Background: an optimization exercise with open tools, aiming at small area, a short achievable clock period and few clock cycles. Do not read the settings as production practice.
Where RTL was checked, it was by simulation tests only, not by an equivalence proof against the original.
Power figures rest on the tool's default switching activity, not on a simulated workload.

trial 12:
## sprite_render
module sprite_render (
    input  wire        clk,
    input  wire        rst,
    input  wire        start,
    output wire        busy,
    output reg         done,
    input  wire [2:0]  cfg_grid_w_m1,    
    input  wire [2:0]  cfg_grid_h_m1,    
    input  wire [2:0]  cfg_fb_tx_m1,     
    input  wire [2:0]  cfg_fb_ty_m1,     
    input  wire        cfg_gated,        
    input  wire [10:0] cfg_spr_off,      
    input  wire [10:0] cfg_anim_off,     
    output reg         tbl_re,
    output reg         tbl_we,
    output reg  [10:0] tbl_addr,
    output reg  [7:0]  tbl_wdata,
    input  wire [7:0]  tbl_rdata,
    output reg         def_re,
    output reg  [13:0] def_addr,
    input  wire [7:0]  def_rdata,
    output reg         fb_we,
    output reg  [11:0] fb_addr,
    output reg  [7:0]  fb_wdata
);
    reg busy_r;
    assign busy = busy_r;
    wire accept = start && !busy_r;
    localparam T_IDLE  = 5'd0;
    localparam T_START = 5'd1;    
    localparam T_RA    = 5'd2;    
    localparam T_RS    = 5'd3;    
    localparam T_CD    = 5'd4;    
    localparam T_RN    = 5'd5;    
    localparam T_RK    = 5'd6;    
    localparam T_CK    = 5'd7;    
  ...
export LEC_CHECK = 0
export CAP_MARGIN = 20
export CORE_MARGIN = 2
export CORE_UTILIZATION = 60
export CTS_BUF_LIST = sky130_fd_sc_hd__clkbuf_4 sky130_fd_sc_hd__clkbuf_8
export SETUP_SLACK_MARGIN = 3.8
export SLEW_MARGIN = 20
create_clock -name core_clock -period 6.5 [get_ports {clk}]
standard.sh (not shown) runs the stock make flow with config.mk's settings and CLKGATE_MAP_FILE= SYNTH_SCRIPT=/design/flow/synth_recipe.tcl, a recipe that flattens the netlist after the stock synthesis.
==> flow/flow/run.sh <==
#!/bin/bash
# Standard layout, with plain buffers (buf_2) on the ports instead of the
# resizer's default choice. Every tool's output goes to flow.log here, and
# ORFS keeps each step's log under orfs/logs/.
set -euo pipefail
export BUFFER_PORTS_ARGS="-buffer_cell sky130_fd_sc_hd__buf_2"
bash standard.sh > flow.log 2>&1
Here is what was changed in the inputs of build 18 compared with trial 12.
Settings: swapping 3.8 for 4 in SETUP_SLACK_MARGIN.
Findings:
- Compared with trial 12, build 18 has extra setup slack.
- Build 18: non-clock buffer count is 12 higher than what trial 12 reported.
- Critical path depth in build 18 is 9 below trial 12.
- Delta(total power consumption of the routed design, build 18 - trial 12) > 0
- Build 18 vs trial 12 — cell area climbed by a few percent
- | met3 track demand over resource in global routing | build 18 vs trial 12 | 1.1 points lower |
- Side by side, clock period minus final worst setup slack turned out lower in build 18 than in trial 12.
- register to register as the critical setup path kind was reported by trial 12, and primary input to register by build 18.
- Share of the cycle needed by the critical path after routing, trial 12 and build 18: larger value in trial 12
No run of this note included a check of the RTL's function; only the layout flow was run.


Setup of run 3:
Another version of the RTL of sprite_render (not shown whole).
For scale: ~750 cells after synthesis, ~150 flip-flops, about 110 I/O pins, roughly 7900 µm² of cells after synthesis.
==> flow/config.mk <==
export PLATFORM = sky130hd
export DESIGN_NAME = sprite_render
export DESIGN_NICKNAME = sprite_render
export VERILOG_FILES = /design/flow/design.v
export SDC_FILE = /design/flow/constraint.sdc
export NUM_CORES = 4
export LEC_CHECK = 0
export CAP_MARGIN = 20
export CORE_MARGIN = 2
export CORE_UTILIZATION = 40
export SETUP_SLACK_MARGIN = 4
export SLEW_MARGIN = 20
==> flow/constraint.sdc <==
create_clock -name core_clock -period 6.5 [get_ports {clk}]
set_input_delay 1.3000 -clock core_clock [delete_from_list [all_inputs] [get_ports {clk}]]
set_output_delay 1.3000 -clock core_clock [all_outputs]
set_load 0.01 [all_outputs]
run.sh (not shown) runs the stock make flow with config.mk's settings and CLKGATE_MAP_FILE= SYNTH_SCRIPT=/design/flow/synth_recipe.tcl, a recipe that flattens the netlist after the stock synthesis.
Stock flow here: none of the scripts above is used.
Input-level comparison between run 5 and run 3:
# run 3
export LEC_CHECK = 0
export CAP_MARGIN = 20
export CORE_MARGIN = 2
export CORE_UTILIZATION = 40
export SETUP_SLACK_MARGIN = 4
export SLEW_MARGIN = 20
create_clock -name core_clock -period 6.5 [get_ports {clk}]
# run 5
export LEC_CHECK = 0
export CAP_MARGIN = 20
export CORE_MARGIN = 2
export CORE_UTILIZATION = 40
export SETUP_SLACK_MARGIN = 5
export SLEW_MARGIN = 20
create_clock -name core_clock -period 6.5 [get_ports {clk}]
Results
- For run 3 and run 5, there was not a single run that failed to finish clean.
- Worst hold slack of run 3 is on par with run 5.
- Compare run 3 and run 5 | buffering overhead lower: run 3
- Number of buffers outside the clock class in the layout for run 5 is higher than for run 3.
- Run 5 leaves less setup margin than run 3.
- Compared to run 3, the routing of run 5 uses more wire.
- Min switching power total across run 3 and run 5: run 3
- More vias were needed by run 5 than by run 3.
- Lower final worst-path cycle share among run 3 and run 5: run 3
- Run 5 — power share of the combinational group 6.1 points higher, run 3 as reference
- Note that the total power recorded for run 3 amounts to 0.856 times the value seen in run 5.
- Between run 3 and run 5, critical path depth increased.
Function was not checked in any run of this note: the RTL went through the layout flow alone.


Another version of the RTL of sprite_render (not shown whole).
For scale: roughly 720 cells after synthesis, roughly 110 I/O pins.
Settings: LEC_CHECK=0, CAP_MARGIN=20, CORE_MARGIN=2, CORE_UTILIZATION=60, CTS_BUF_LIST=sky130_fd_sc_hd__clkbuf_4 sky130_fd_sc_hd__clkbuf_8, SETUP_SLACK_MARGIN=4.1, SLEW_MARGIN=20; clock period 6.5 ns.
standard.sh (not shown) runs the stock make flow with config.mk's settings and CLKGATE_MAP_FILE= SYNTH_SCRIPT=/design/flow/synth_recipe.tcl, a recipe that flattens the netlist after the stock synthesis.
==> flow/flow/run.sh <==
#!/bin/bash
# Standard layout, with plain buffers (buf_1) on the ports instead of the
# resizer's default choice. Every tool's output goes to flow.log here, and
# ORFS keeps each step's log under orfs/logs/.
set -euo pipefail
export BUFFER_PORTS_ARGS="-buffer_cell sky130_fd_sc_hd__buf_1"
bash standard.sh > flow.log 2>&1
Testbench counts at the start, summed over its fixed seeds: cycles 95,757.
Edit:
==> flow/flow/run.sh (replaced) <==
#!/bin/bash
# Standard layout, with plain buffers (buf_2) on the ports instead of the
# resizer's default choice. Every tool's output goes to flow.log here, and
# ORFS keeps each step's log under orfs/logs/.
set -euo pipefail
export BUFFER_PORTS_ARGS="-buffer_cell sky130_fd_sc_hd__buf_2"
bash standard.sh > flow.log 2>&1
- TNS_END_PERCENT: default -> 10
Result:
- power decreases by a few percent
- fmax decreases by a few percent
- clock-buffer cell count decreases by 4
- synthesized area does not change
- routed wire length decreases slightly
Edit:
==> flow/run.sh (new file) <==
#!/bin/bash
# synth_recipe.tcl (not shown) runs the flow's synth.tcl, then flattens the netlist and writes it again
# the make line also repeats each setting of config.mk as NAME=value (left out here)
make -C /OpenROAD-flow-scripts/flow DESIGN_CONFIG=/design/flow/config.mk WORK_HOME=/design/flow/orfs CLKGATE_MAP_FILE= SYNTH_SCRIPT=/design/flow/synth_recipe.tcl finish
- CTS_BUF_LIST: sky130_fd_sc_hd__clkbuf_4 sky130_fd_sc_hd__clkbuf_8 -> default
- SETUP_SLACK_MARGIN: 4.1 -> 4
- TNS_END_PERCENT: 10 -> default
removed: flow/flow/run.sh
removed: flow/standard.sh
Result:
- sequential power hardly moves
- cell area rises by 10%
- setup slack got worse by 0.030 ns
- clock-buffer cell count rose by 1
- total power came out higher by about 16%
- wire length went up by 15%
- hold slack is worse by 0.0058 ns
- global-route usage climbs by 2.7 points
- flip-flop and latch count does not change
- critical path depth came out higher by 12
- non-clock buffer count climbs by 19
Edit:
==> flow/flow/run.sh (new file) <==
#!/bin/bash
# Standard layout, with plain buffers (buf_2) on the ports instead of the
# resizer's default choice. Every tool's output goes to flow.log here, and
# ORFS keeps each step's log under orfs/logs/.
set -euo pipefail
export BUFFER_PORTS_ARGS="-buffer_cell sky130_fd_sc_hd__buf_2"
bash standard.sh > flow.log 2>&1
==> flow/standard.sh (new file) <==
#!/bin/bash
# synth_recipe.tcl (not shown) runs the flow's synth.tcl, then flattens the netlist and writes it again
# the make line also repeats each setting of config.mk as NAME=value (left out here)
make -C /OpenROAD-flow-scripts/flow DESIGN_CONFIG=/design/flow/config.mk WORK_HOME=/design/flow/orfs CLKGATE_MAP_FILE= SYNTH_SCRIPT=/design/flow/synth_recipe.tcl "${@:-finish}"
- CORE_UTILIZATION: 60 -> 75
- CTS_BUF_LIST: default -> sky130_fd_sc_hd__clkbuf_4 sky130_fd_sc_hd__clkbuf_8
removed: flow/run.sh
The new run completed with no timing, DRC or antenna violations; worst hold slack improves by 0.0042 ns; worst setup slack is worse by 0.032 ns; first-iteration DRC count went up by 24%.


## blue
sprite_render, a different RTL version from the one above (not shown whole).
For scale: ~740 cells after synthesis, roughly 170 flip-flops, about 8700 um^2 of cells after synthesis.
clock: 6.5 ns
lec_check: 0
cap_margin: 20
core_margin: 2
core_utilization: 40
slew_margin: 20
run.sh (not shown) runs the stock make flow with config.mk's settings and CLKGATE_MAP_FILE= SYNTH_SCRIPT=/design/flow/synth_recipe.tcl, a recipe that flattens the netlist after the stock synthesis.
Stock flow here: none of the scripts above is used.
Testbench counts of blue, summed over its fixed seeds: cycles 101,792.
Inputs modified between blue and orange:
# blue
export LEC_CHECK = 0
export CAP_MARGIN = 20
export CORE_MARGIN = 2
export CORE_UTILIZATION = 40
export SLEW_MARGIN = 20
create_clock -name core_clock -period 6.5 [get_ports {clk}]
# orange
export LEC_CHECK = 0
export CAP_MARGIN = 20
export CORE_MARGIN = 2
export CORE_UTILIZATION = 40
export SETUP_SLACK_MARGIN = 4
export SLEW_MARGIN = 20
create_clock -name core_clock -period 6.5 [get_ports {clk}]
Notes after the runs:
Re total core area: no difference whatsoever between orange and blue. Summary: with blue as the reference, post-route total power in orange moved up by a few percent. orange against blue: max-slew violation total from the final report stayed essentially flat; total wire length went up about 11%; clock latency at the later pin of the worst-skew pair saw little to no change. orange gives more number of global-route vias before repair than blue did. Final cell area excluding filler cells: lower on blue. Diff blue..orange | number of H-tree branching levels | negligible. Diff orange..blue | part of the Yosys area used for sequential elements | unchanged.

-- separate check: timing with driven ports --
How much do the figures lean on ideal ports? The routed layouts below were timed once more, with nothing changed but the port constraints.
Step 1: set_driving_cell puts a clkbuf_16 on clk and a buf_2 on each other input, an assumption about the parent block.
Step 2 times the ports against the registers' clock, not the clock port: input delays grow and output delays shrink by t, the midpoint of the rising clock arrivals with the driver on.
Slacks: ideal ports / drivers / drivers and shift; pairs: ideal ports / drivers.
run	t, ns	slack for setup (ns)	cell pins on the clock port's net
trial 12	0.474	3.724 / 3.724 / 3.398	1
build 18	0.503	3.955 / 3.972 / 3.469	1
run 3	0.473	3.299 / 3.299 / 3.299	1
run 5	0.469	3.243 / 3.243 / 3.243	1
the first run of note 3	0.494	4.058 / 4.050 / 3.619	1
the second run of note 3	0.492	4.004 / 3.966 / 3.546	1
the third run of note 3	0.473	3.973 / 3.973 / 3.540	1
the fourth run of note 3	0.499	3.941 / 3.941 / 3.535	1
blue	0.468	2.721 / 2.746 / 2.278	1
orange	0.463	3.605 / 3.594 / 3.131	1
After both steps every run listed still meets setup and hold. For build 18, which loses most, drivers alone change the setup slack by +0.017 ns; drivers and shift together by -0.486 ns.
